This is an optimization exercise on Yosys and OpenROAD, whose aim is small area, a short achievable clock period and few clock cycles per item, not a production implementation. Function was checked by simulation only, so behaviour that the tests miss may differ from the original. No activity file was given, so power comes from the tool's default toggle rates.

==> flow/design.v <==
module ccp_sel3 (
    input  wire       s0, s1, s2,
    input  wire [7:0] a0, a1, a2,
    output wire [7:0] y
);
    assign y = ({8{s0}} & a0) | ({8{s1}} & a1) | ({8{s2}} & a2);
endmodule
module ccp_sel5 (
    input  wire       s0, s1, s2, s3, s4,
    input  wire [7:0] a0, a1, a2, a3, a4,
    output wire [7:0] y
);
    assign y = ({8{s0}} & a0) | ({8{s1}} & a1) | ({8{s2}} & a2)
             | ({8{s3}} & a3) | ({8{s4}} & a4);
endmodule
module ccp_crc_c (
    input  wire [15:0] c,
    output wire [15:0] y
);
    wire p6 = ^c[6:0];
    wire p7 = p6 ^ c[7];
    assign y[0]   = p7 ^ c[8];
    assign y[5:1] = c[13:9];
    assign y[6]   = c[0] ^ c[14];
    assign y[7]   = c[0] ^ c[1] ^ c[15];
    assign y[13:8] = c[6:1] ^ c[7:2];
    assign y[14]  = p6;
    assign y[15]  = p7;
endmodule
module ccp_crc_b (
    input  wire [7:0]  b,
    output wire [15:0] y
);
    wire p6 = ^b[6:0];
    wire p7 = p6 ^ b[7];
    assign y[0]   = p7;
    assign y[5:1] = 5'd0;
    assign y[6]   = b[0];
    assign y[7]   = b[0] ^ b[1];
    assign y[13:8] = b[6:1] ^ b[7:2];
    assign y[14]  = p6;
    assign y[15]  = p7;
endmodule
module ccp_lane_next (
    input  wire        seed, load, upd, hold,
    input  wire [15:0] q, d, g, h,
    output wire [15:0] n
);
    assign n = {16{seed}} | ({16{load}} & d) | ({16{upd}} & (g ^ h)) | ({16{hold}} & q);
endmodule
module ccp_link (
    input  wire        clk,
    input  wire        rst,         
    input  wire        op_valid,
    output wire        op_ready,
    input  wire [7:0]  op_sel,
    input  wire [7:0]  op_a,
    input  wire [7:0]  op_b,
    input  wire [63:0] op_d,
    input  wire [3:0]  op_len,
    input  wire        op_ext,
    output reg         rsp_valid,
    output reg  [2:0]  rsp_err,
    output reg  [63:0] rsp_data,
    output reg         rsp_reply,
    output reg         rsp_known,
    output reg  [3:0]  rsp_member
);
    function [7:0] code_of;
        input [3:0] m;
        begin
            case (m)
                4'd0: code_of = 8'h01;
                4'd1: code_of = 8'h02;
                4'd2: code_of = 8'h03;
                4'd3: code_of = 8'h04;
                4'd4: code_of = 8'h07;
                4'd5: code_of = 8'h0E;
                4'd6: code_of = 8'h10;
                4'd7: code_of = 8'h13;
                4'd8: code_of = 8'h21;
                4'd9: code_of = 8'h23;
                default: code_of = 8'h00;
            endcase
        end
    endfunction
    function [4:0] lookup_code;
        input [7:0] x;
        begin
            case (x)
                8'h01: lookup_code = {1'b1, 4'd0};
                8'h02: lookup_code = {1'b1, 4'd1};
                8'h03: lookup_code = {1'b1, 4'd2};
                8'h04: lookup_code = {1'b1, 4'd3};
                8'h07: lookup_code = {1'b1, 4'd4};
                8'h0E: lookup_code = {1'b1, 4'd5};
                8'h10: lookup_code = {1'b1, 4'd6};
                8'h13: lookup_code = {1'b1, 4'd7};
                8'h21: lookup_code = {1'b1, 4'd8};
                8'h23: lookup_code = {1'b1, 4'd9};
                default: lookup_code = {1'b0, 4'd0};
            endcase
        end
    endfunction
    function [4:0] lookup_status;
        input [7:0] x;
        begin
            case (x)
                8'h00: lookup_status = {1'b1, 4'd0};
                8'h10: lookup_status = {1'b1, 4'd1};
                8'h30: lookup_status = {1'b1, 4'd2};
                8'h31: lookup_status = {1'b1, 4'd3};
                8'h32: lookup_status = {1'b1, 4'd4};
                8'h33: lookup_status = {1'b1, 4'd5};
                8'h35: lookup_status = {1'b1, 4'd6};
                8'h36: lookup_status = {1'b1, 4'd7};
                8'h37: lookup_status = {1'b1, 4'd8};
                default: lookup_status = {1'b0, 4'd0};
            endcase
        end
    endfunction
    reg [15:0] crc0, crc1;
    assign op_ready  = 1'b1;
    wire hi0    = (op_sel[7:2] == 6'b000000);
    wire hi1    = (op_sel[7:2] == 6'b000100);
    wire s_seed = hi0 & (op_sel[1:0] == 2'd0);
    wire s_load = hi0 & (op_sel[1:0] == 2'd1);
    wire s_upd  = hi0 & (op_sel[1:0] == 2'd2);
    wire s_rd   = hi0 & (op_sel[1:0] == 2'd3);
    wire s_enc  = hi1 & (op_sel[1:0] == 2'd0);
    wire s_rep  = hi1 & (op_sel[1:0] == 2'd1);
    wire s_dec  = hi1 & (op_sel[1:0] == 2'd2);
    wire a_lane = (op_a[7:1] == 7'd0);                                         
    wire a_cmd  = (op_a[7:4] == 4'd0) & (~op_a[3] | ~(op_a[2] | op_a[1]));     
    wire len_e  = ~op_len[3] & ~(op_len[2] & op_len[1] & op_len[0]);           
    wire len_r  = ~op_len[3] & ~(op_len[2] & op_len[1]);                       
    wire len_8  = (op_len == 4'd8);
    wire rd_ok  = s_rd  & a_lane;
    wire enc_ok = s_enc & a_cmd & len_e;
    wire rep_ok = s_rep & len_r;
    wire dec_ok = s_dec & len_8 & op_ext;
    wire refused = ~(hi0 | (hi1 & (op_sel[1:0] != 2'd3)))
                 | ((s_load | s_rd) & ~a_lane)
                 | (s_enc & ~a_cmd);
    wire e_pay   = (s_enc & a_cmd & ~len_e) | (s_rep & ~len_r);
    wire e_msg   = s_dec & ~len_8;
    wire e_id    = s_dec & len_8 & ~op_ext;
    wire [2:0] n_err = {e_id, e_pay | e_msg, refused | e_msg};
    wire [7:0] d0 = op_d[63:56], d1 = op_d[55:48], d2 = op_d[47:40], d3 = op_d[39:32];
    wire [7:0] d4 = op_d[31:24], d5 = op_d[23:16], d6 = op_d[15:8],  d7 = op_d[7:0];
    wire [5:0] gt;       
    assign gt[0] = |op_len;
    assign gt[1] = |op_len[3:1];
    assign gt[2] = op_len[3] | op_len[2] | (op_len[1] & op_len[0]);
    assign gt[3] = op_len[3] | op_len[2];
    assign gt[4] = op_len[3] | (op_len[2] & (op_len[1] | op_len[0]));
    assign gt[5] = op_len[3] | (op_len[2] & op_len[1]);
    wire [7:0] b0, b1, b2, b3, b4, b5, b6, b7;
    ccp_sel3 u_b0 (.s0(enc_ok), .a0(code_of(op_a[3:0])), .s1(rep_ok), .a1(8'hFF), .s2(dec_ok), .a2(d0), .y(b0));
    ccp_sel3 u_b1 (.s0(enc_ok), .a0(op_b), .s1(rep_ok), .a1(op_a), .s2(dec_ok), .a2(d1), .y(b1));
    ccp_sel3 u_b2 (.s0(enc_ok & gt[0]), .a0(d0), .s1(rep_ok), .a1(op_b), .s2(dec_ok), .a2(d2), .y(b2));
    ccp_sel3 u_b3 (.s0(enc_ok & gt[1]), .a0(d1), .s1(rep_ok & gt[0]), .a1(d0), .s2(dec_ok), .a2(d3), .y(b3));
    ccp_sel3 u_b4 (.s0(enc_ok & gt[2]), .a0(d2), .s1(rep_ok & gt[1]), .a1(d1), .s2(dec_ok), .a2(d4), .y(b4));
    ccp_sel3 u_b5 (.s0(enc_ok & gt[3]), .a0(d3), .s1(rep_ok & gt[2]), .a1(d2), .s2(dec_ok), .a2(d5), .y(b5));
    ccp_sel5 u_b6 (.s0(enc_ok & gt[4]), .a0(d4), .s1(rep_ok & gt[3]), .a1(d3), .s2(dec_ok), .a2(d6),
                   .s3(rd_ok & ~op_a[0]), .a3(crc0[15:8]), .s4(rd_ok & op_a[0]), .a4(crc1[15:8]), .y(b6));
    ccp_sel5 u_b7 (.s0(enc_ok & gt[5]), .a0(d5), .s1(rep_ok & gt[4]), .a1(d4), .s2(dec_ok), .a2(d7),
                   .s3(rd_ok & ~op_a[0]), .a3(crc0[7:0]),  .s4(rd_ok & op_a[0]), .a4(crc1[7:0]),  .y(b7));
    wire [63:0] n_data = {b0, b1, b2, b3, b4, b5, b6, b7};
    wire       is_rep = (d0 == 8'hFF);
    wire [4:0] look   = is_rep ? lookup_status(d1) : lookup_code(d0);
    wire       n_reply  = dec_ok & is_rep;
    wire       n_known  = dec_ok & look[4];
    wire [3:0] n_member = {4{dec_ok}} & look[3:0];
    always @(posedge clk) begin
        rsp_valid  <= op_valid & ~rst;
        rsp_err    <= n_err;
        rsp_data   <= n_data;
        rsp_reply  <= n_reply;
        rsp_known  <= n_known;
        rsp_member <= n_member;
    end
    wire        act  = op_valid & hi0 & ~rst;
    wire        ld0  = act & s_load & a_lane & ~op_a[0];
    wire        ld1  = act & s_load & a_lane &  op_a[0];
    wire        sd0  = rst | (act & s_seed & op_a[0]);
    wire        sd1  = rst | (act & s_seed & op_a[1]);
    wire        up0  = act & s_upd & op_a[0];
    wire        up1  = act & s_upd & op_a[1];
    wire [15:0] g0, g1, h, n0, n1;
    ccp_crc_c u_g0 (.c(crc0), .y(g0));
    ccp_crc_c u_g1 (.c(crc1), .y(g1));
    ccp_crc_b u_h  (.b(op_b), .y(h));
    ccp_lane_next u_n0 (.seed(sd0), .load(ld0), .upd(up0), .hold(~(sd0 | ld0 | up0)),
                        .q(crc0), .d(op_d[15:0]), .g(g0), .h(h), .n(n0));
    ccp_lane_next u_n1 (.seed(sd1), .load(ld1), .upd(up1), .hold(~(sd1 | ld1 | up1)),
                        .q(crc1), .d(op_d[15:0]), .g(g1), .h(h), .n(n1));
    always @(posedge clk) begin
        crc0 <= n0;
        crc1 <= n1;
    end
endmodule
clock: 4.0 ns
lec_check: 0
cap_margin: 20
core_margin: 2
core_utilization: 40
slew_margin: 20
standard.sh (not shown) runs the stock make flow with config.mk's settings and CLKGATE_MAP_FILE= SYNTH_SCRIPT=/design/flow/synth_recipe.tcl, a recipe that flattens the netlist after the stock synthesis.
==> flow/flow/run.sh <==
#!/bin/bash
# The standard layout, with the port buffers made from the smallest plain
# buffer (sky130_fd_sc_hd__buf_1) instead of the one buffer_ports picks itself.
# Each ORFS step writes its own log under orfs/logs/; make's output goes to standard.log.
export BUFFER_PORTS_ARGS="-buffer_cell sky130_fd_sc_hd__buf_1"
bash standard.sh > standard.log 2>&1
The starting point ran to the end with no violations.
Testbench counts at the start, summed over its fixed seeds: cycles 4,248, items 4,232.
Rerun with:
Settings changed: SETUP_SLACK_MARGIN set to 2.2, TNS_END_PERCENT set to 0.
Outcome:
- non-clock buffer count went up by 12
- total power went up by a few percent
- sequential power stays flat
- setup slack gets better by 0.80 ns
- sequential cell count does not change
- worst hold slack stays flat
- combinational power went up by a few percent
- synthesized area is unchanged
Rerun with:
==> flow/flow/run.sh (replaced) <==
#!/bin/bash
# The standard layout (the standard.sh, the same ORFS make call) with two changes:
#  - the port buffers are the smallest plain buffer, sky130_fd_sc_hd__buf_1,
#    instead of the one buffer_ports picks itself;
#  - the slow 4-high stacks (or4/nor4 and their b/bb forms, a2111/o2111) and the
#    3-input xor cells are kept out of synthesis and repair (DONT_USE_CELLS is
#    extended, the platform's own list is still appended by the platform config).
# Each ORFS step writes its own log under orfs/logs/; make's output goes to standard.log.
set -e
slow=""
for c in or4 or4b or4bb nor4 nor4b nor4bb xor3 xnor3 a2111o a2111oi o2111a o2111ai; do
  for s in 0 1 2 4; do slow="$slow sky130_fd_sc_hd__${c}_$s"; done
done
cp config.mk flow_config.mk
echo "export DONT_USE_CELLS = $slow" >> flow_config.mk
sed "s#DESIGN_CONFIG=[^ ]*#DESIGN_CONFIG=$PWD/flow_config.mk#" standard.sh > flow_standard.sh
export BUFFER_PORTS_ARGS="-buffer_cell sky130_fd_sc_hd__buf_1"
bash flow_standard.sh > standard.log 2>&1
Settings changed: SETUP_SLACK_MARGIN 2.2 to 2.3.
What happened:
- core utilization came out higher by 4.0 points
- worst setup slack improves by 0.31 ns
- area after synthesis came out lower by 1.9%
- non-clock buffer count came out higher by 22
- wire length came out higher by 3.2%
- final cell count came out higher by 5.3%

separate check: timing with driven ports:
No port has a modelled driver above. Below, the same layouts with a new extraction and two added sets of constraints.
Step 1: set_driving_cell puts a clkbuf_16 on clk and a buf_2 on each other input, an assumption about the parent block.
Step 2 moves the port delays by t, midway between the first and last clock arrival at a register: inputs arrive t later, outputs are due t later. That takes back most of the time a late clock gives input paths.
a / b / c = no drivers / after step 1 / after step 2; a / b = the first two.
run | shift t [ns] | slack for setup (ns) | worst register clock-pin slew, ns
the first run | 0.398 | 0.817 / 0.839 / 0.442 | 0.07 / 0.07
the second run | 0.396 | 1.619 / 1.643 / 1.248 | 0.08 / 0.08
the third run | 0.396 | 1.930 / 1.928 / 1.532 | 0.08 / 0.08
After both steps every run listed still meets setup and hold. For the third run, which loses most, drivers alone change the setup slack by -0.002 ns; drivers and shift together by -0.398 ns.
